Background: an optimization exercise with open tools, aiming at small area. Do not read the settings as production practice. The RTL was checked by simulation tests, not by an equivalence proof against the original design. Power figures rest on the tool's default switching activity, not on a simulated workload.

branch cedar:
Design ook_codec, start of the top module:
module ook_codec (
    input  wire        clk,
    input  wire        rst_n,
    input  wire [3:0]  reg_addr,      
    input  wire        reg_wr,
    input  wire        reg_rd,
    input  wire [31:0] reg_wdata,
    output reg  [31:0] reg_rdata,
    input  wire [31:0] now_us,
    input  wire        edge_valid,
    output wire        pin_dir,
    output wire        pin_out,
    output wire        edge_en,
    output reg         pin_release
);
    localparam [3:0] A_CMD = 4'h0, A_STATUS = 4'h1, A_TX_CODE = 4'h2, A_TX_CFG = 4'h3,
                     A_TX_PULSE = 4'h4, A_RX_TOL = 4'h5, A_RX_CODE_LO = 4'h6,
                     A_RX_CODE_HI = 4'h7, A_RX_META = 4'h8, A_RX_UNIT = 4'h9,
                     A_RX_TIME = 4'hA, A_RX_SEQ = 4'hB, A_WAVE_HIGH = 4'hC,
                     A_WAVE_LOW = 4'hD;
    localparam [1:0] M_OFF = 2'd0, M_TX = 2'd1, M_RX = 2'd2;
    localparam [3:0] E_OK = 4'd0, E_MODE_CONFLICT = 4'd1, E_NOT_ENABLED = 4'd2,
                     E_UNSUPPORTED = 4'd3, E_CODE_TOO_WIDE = 4'd4, E_INVALID = 4'd5,
                     E_BUSY = 4'd6, E_ILLEGAL = 4'd7;
  ...
clock: 20.0 ns
lec_check: 0
abc_area: 1
cap_margin: 20
core_margin: 2
core_utilization: 45
cts_buf_list: sky130_fd_sc_hd__clkbuf_8
cts_cluster_diameter: 50
cts_cluster_size: 16
gpl_routability_driven: 1
place_density: 0.6
slew_margin: 20
standard.sh (not shown) runs the stock make flow with config.mk's settings and CLKGATE_MAP_FILE= SYNTH_SCRIPT=/design/flow/synth_recipe.tcl, a recipe that flattens the netlist after the stock synthesis.
==> flow/flow/run.sh <==
#!/bin/bash
# The standard layout (standard.sh, all steps), with clock tree synthesis run
# without dummy loads. The make output goes to standard.log in the work folder;
# each ORFS step keeps its own log under orfs/logs/.
set -euo pipefail
export CTS_ARGS="-sink_clustering_enable -repair_clock_nets -buf_list sky130_fd_sc_hd__clkbuf_8 -sink_clustering_size 20 -sink_clustering_max_diameter 55 -dont_use_dummy_load"
bash standard.sh > standard.log 2>&1
Changes in branch maple relative to branch cedar:
- ABC_AREA: 1 -> unset
-- flow/flow/run.sh --
<<< branch cedar, line 6
export CTS_ARGS="-sink_clustering_enable -repair_clock_nets -buf_list sky130_fd_sc_hd__clkbuf_8 -sink_clustering_size 20 -sink_clustering_max_diameter 55 -dont_use_dummy_load"
>>> branch maple, line 6
export CTS_ARGS="-sink_clustering_enable -repair_clock_nets -buf_list sky130_fd_sc_hd__clkbuf_8 -sink_clustering_size 16 -sink_clustering_max_diameter 50 -dont_use_dummy_load"
Notes after the runs:
- Reported for branch maple and branch cedar, worst hold path stage count turned out identical to the last digit.
- After synthesis and placement, the instance count of branch maple is below that of branch cedar.
- Looking at power dissipated in sequential cells, branch maple sits 6.5% higher than branch cedar does.
- Compared with branch cedar, branch maple is the more power-hungry design.
- branch maple did not stop at any stage, and its layout met the timing, DRC and antenna checks.

## run A
Starting RTL as in the previous note.
Settings: LEC_CHECK=0, CAP_MARGIN=20, CORE_MARGIN=2, CORE_UTILIZATION=60, CTS_BUF_LIST=sky130_fd_sc_hd__clkbuf_8, CTS_CLUSTER_DIAMETER=45, CTS_CLUSTER_SIZE=18, GPL_ROUTABILITY_DRIVEN=1, PLACE_DENSITY=0.7, SLEW_MARGIN=20; clock period 20.0 ns.
run.sh (not shown) runs the stock make flow with config.mk's settings and CLKGATE_MAP_FILE= SYNTH_SCRIPT=/design/flow/synth_recipe.tcl, a recipe that flattens the netlist after the stock synthesis.
Stock flow here: none of the scripts above is used.
Run A went all the way through synthesis, placement and routing and the layout is clean on timing, DRC and antenna.
#### Input delta (run B over run A)
Settings: setting ABC_AREA to 1 for the first time; changing PLACE_DENSITY from 0.7 to 0.85; removing CTS_CLUSTER_SIZE (formerly 18); removing CTS_BUF_LIST (formerly sky130_fd_sc_hd__clkbuf_8); removing CTS_CLUSTER_DIAMETER (formerly 45).
==> flow/flow/run.sh (new file) <==
#!/bin/bash
# The standard layout (standard.sh, all steps), with clock tree synthesis run
# without dummy loads. The make output goes to standard.log in the work folder;
# each ORFS step keeps its own log under orfs/logs/.
set -euo pipefail
export CTS_ARGS="-sink_clustering_enable -repair_clock_nets -buf_list sky130_fd_sc_hd__clkbuf_8 -sink_clustering_size 16 -sink_clustering_max_diameter 50 -dont_use_dummy_load"
bash standard.sh > standard.log 2>&1
==> flow/standard.sh (new file) <==
#!/bin/bash
# synth_recipe.tcl (not shown) runs the flow's synth.tcl, then flattens the netlist and writes it again
# the make line also repeats each setting of config.mk as NAME=value (left out here)
make -C /OpenROAD-flow-scripts/flow DESIGN_CONFIG=/design/flow/config.mk WORK_HOME=/design/flow/orfs CLKGATE_MAP_FILE= SYNTH_SCRIPT=/design/flow/synth_recipe.tcl "${@:-finish}"
removed: flow/run.sh
## What came out
Run B has completed all stages; timing, DRC and antenna checks passed. Fmax went down by a few percent going from run A to run B. Relative to run A, power in sequential cells decreased by 5.9% in run B. Run A → run B: horizontal extent of the die now sits at about the same level, power drawn by the clock network moved down, largest voltage drop on the vdd net has decreased, critical path depth has increased.
For run C, these inputs were changed with respect to run B:
Settings: CTS_CLUSTER_SIZE newly set to 16; CTS_BUF_LIST newly set to sky130_fd_sc_hd__clkbuf_8; ABC_AREA removed (was 1); CTS_CLUSTER_DIAMETER newly set to 50; CORE_UTILIZATION changed from 60 to 45; PLACE_DENSITY changed from 0.85 to 0.6.
==> flow/run.sh (new file) <==
#!/bin/bash
# synth_recipe.tcl (not shown) runs the flow's synth.tcl, then flattens the netlist and writes it again
# the make line also repeats each setting of config.mk as NAME=value (left out here)
make -C /OpenROAD-flow-scripts/flow DESIGN_CONFIG=/design/flow/config.mk WORK_HOME=/design/flow/orfs CLKGATE_MAP_FILE= SYNTH_SCRIPT=/design/flow/synth_recipe.tcl finish
removed: flow/flow/run.sh
removed: flow/standard.sh
Findings:
- Changes observed in run C relative to run B: fraction of power consumed by the clock network picked up an extra 2.1 points; utilization lost 15 points; post-synthesis share of cell area spent on xor and xnor gates neither gained nor lost much; number of distinct library cell variants in the gate-level netlist after synthesis picked up an extra 30%; count of cell instances traversed by the critical path lost 6.
- Run C and run B ended up with roughly the same total wirelength of the detailed-routed design.
- The met2 routing resource usage after global routing of run C is lower than that of run B.
- For iteration-0 DRC count of the detailed router, dividing the value from run B by the value from run C gives 1.3.
- Share of the synthesized area in compound gates (AO/OA/AOI/OAI), run B and run C: lower on run C
Input changes introduced in run D (baseline for comparison: run C):
Settings: an added ABC_AREA of 1.
==> flow/flow/run.sh (new file) <==
#!/bin/bash
# The standard layout (standard.sh, all steps), with clock tree synthesis run
# without dummy loads. The make output goes to standard.log in the work folder;
# each ORFS step keeps its own log under orfs/logs/.
set -euo pipefail
export CTS_ARGS="-sink_clustering_enable -repair_clock_nets -buf_list sky130_fd_sc_hd__clkbuf_8 -sink_clustering_size 16 -sink_clustering_max_diameter 50 -dont_use_dummy_load"
bash standard.sh > standard.log 2>&1
==> flow/standard.sh (new file) <==
#!/bin/bash
# synth_recipe.tcl (not shown) runs the flow's synth.tcl, then flattens the netlist and writes it again
# the make line also repeats each setting of config.mk as NAME=value (left out here)
make -C /OpenROAD-flow-scripts/flow DESIGN_CONFIG=/design/flow/config.mk WORK_HOME=/design/flow/orfs CLKGATE_MAP_FILE= SYNTH_SCRIPT=/design/flow/synth_recipe.tcl "${@:-finish}"
removed: flow/run.sh
Per the final summary, run D finished and its layout is clean on timing, DRC and antenna. In run D the core utilization turned out 0.98 points lower than in run C. Summary — synthesized area, run D relative to run C: lower, by about 0.44%. Relative to run C, worst setup margin has gone down in run D.

-- afterwards: timing with drivers on the ports --
The flow's constraints put no driver on any port. The routed layouts listed below were extracted and timed again, unchanged, in two steps.
Step 1 (the two cells are an assumption about what drives the block):
set clk [get_ports {clk}]
set_driving_cell -lib_cell sky130_fd_sc_hd__clkbuf_16 $clk
set_driving_cell -lib_cell sky130_fd_sc_hd__buf_2 [delete_from_list [all_inputs] $clk]
Step 2, shift: input delay + t, output delay - t, t = (earliest + latest rising clock arrival at the registers) / 2. This alone moves slack from input paths to output paths.
a / b / c = ideal ports / drivers / drivers and shift; a / b = the first two.
run	t, ns	setup WS [ns]	worst hold slack (ns)
branch cedar	0.881	3.140 / 3.140 / 3.140	0.256 / 0.256 / 0.256
branch maple	0.889	3.591 / 3.591 / 3.465	0.243 / 0.243 / 0.243
run A	0.916	3.606 / 3.606 / 3.606	0.311 / 0.311 / 0.311
run B	0.859	2.865 / 2.865 / 2.865	0.277 / 0.277 / 0.277
run C	0.948	3.593 / 3.593 / 3.510	0.302 / 0.302 / 0.302
run D	0.907	3.072 / 3.072 / 3.072	0.274 / 0.274 / 0.274
After both steps every run listed still meets setup and hold. For branch maple, which loses most, drivers alone change the setup slack by 0.000 ns; drivers and shift together by -0.126 ns.
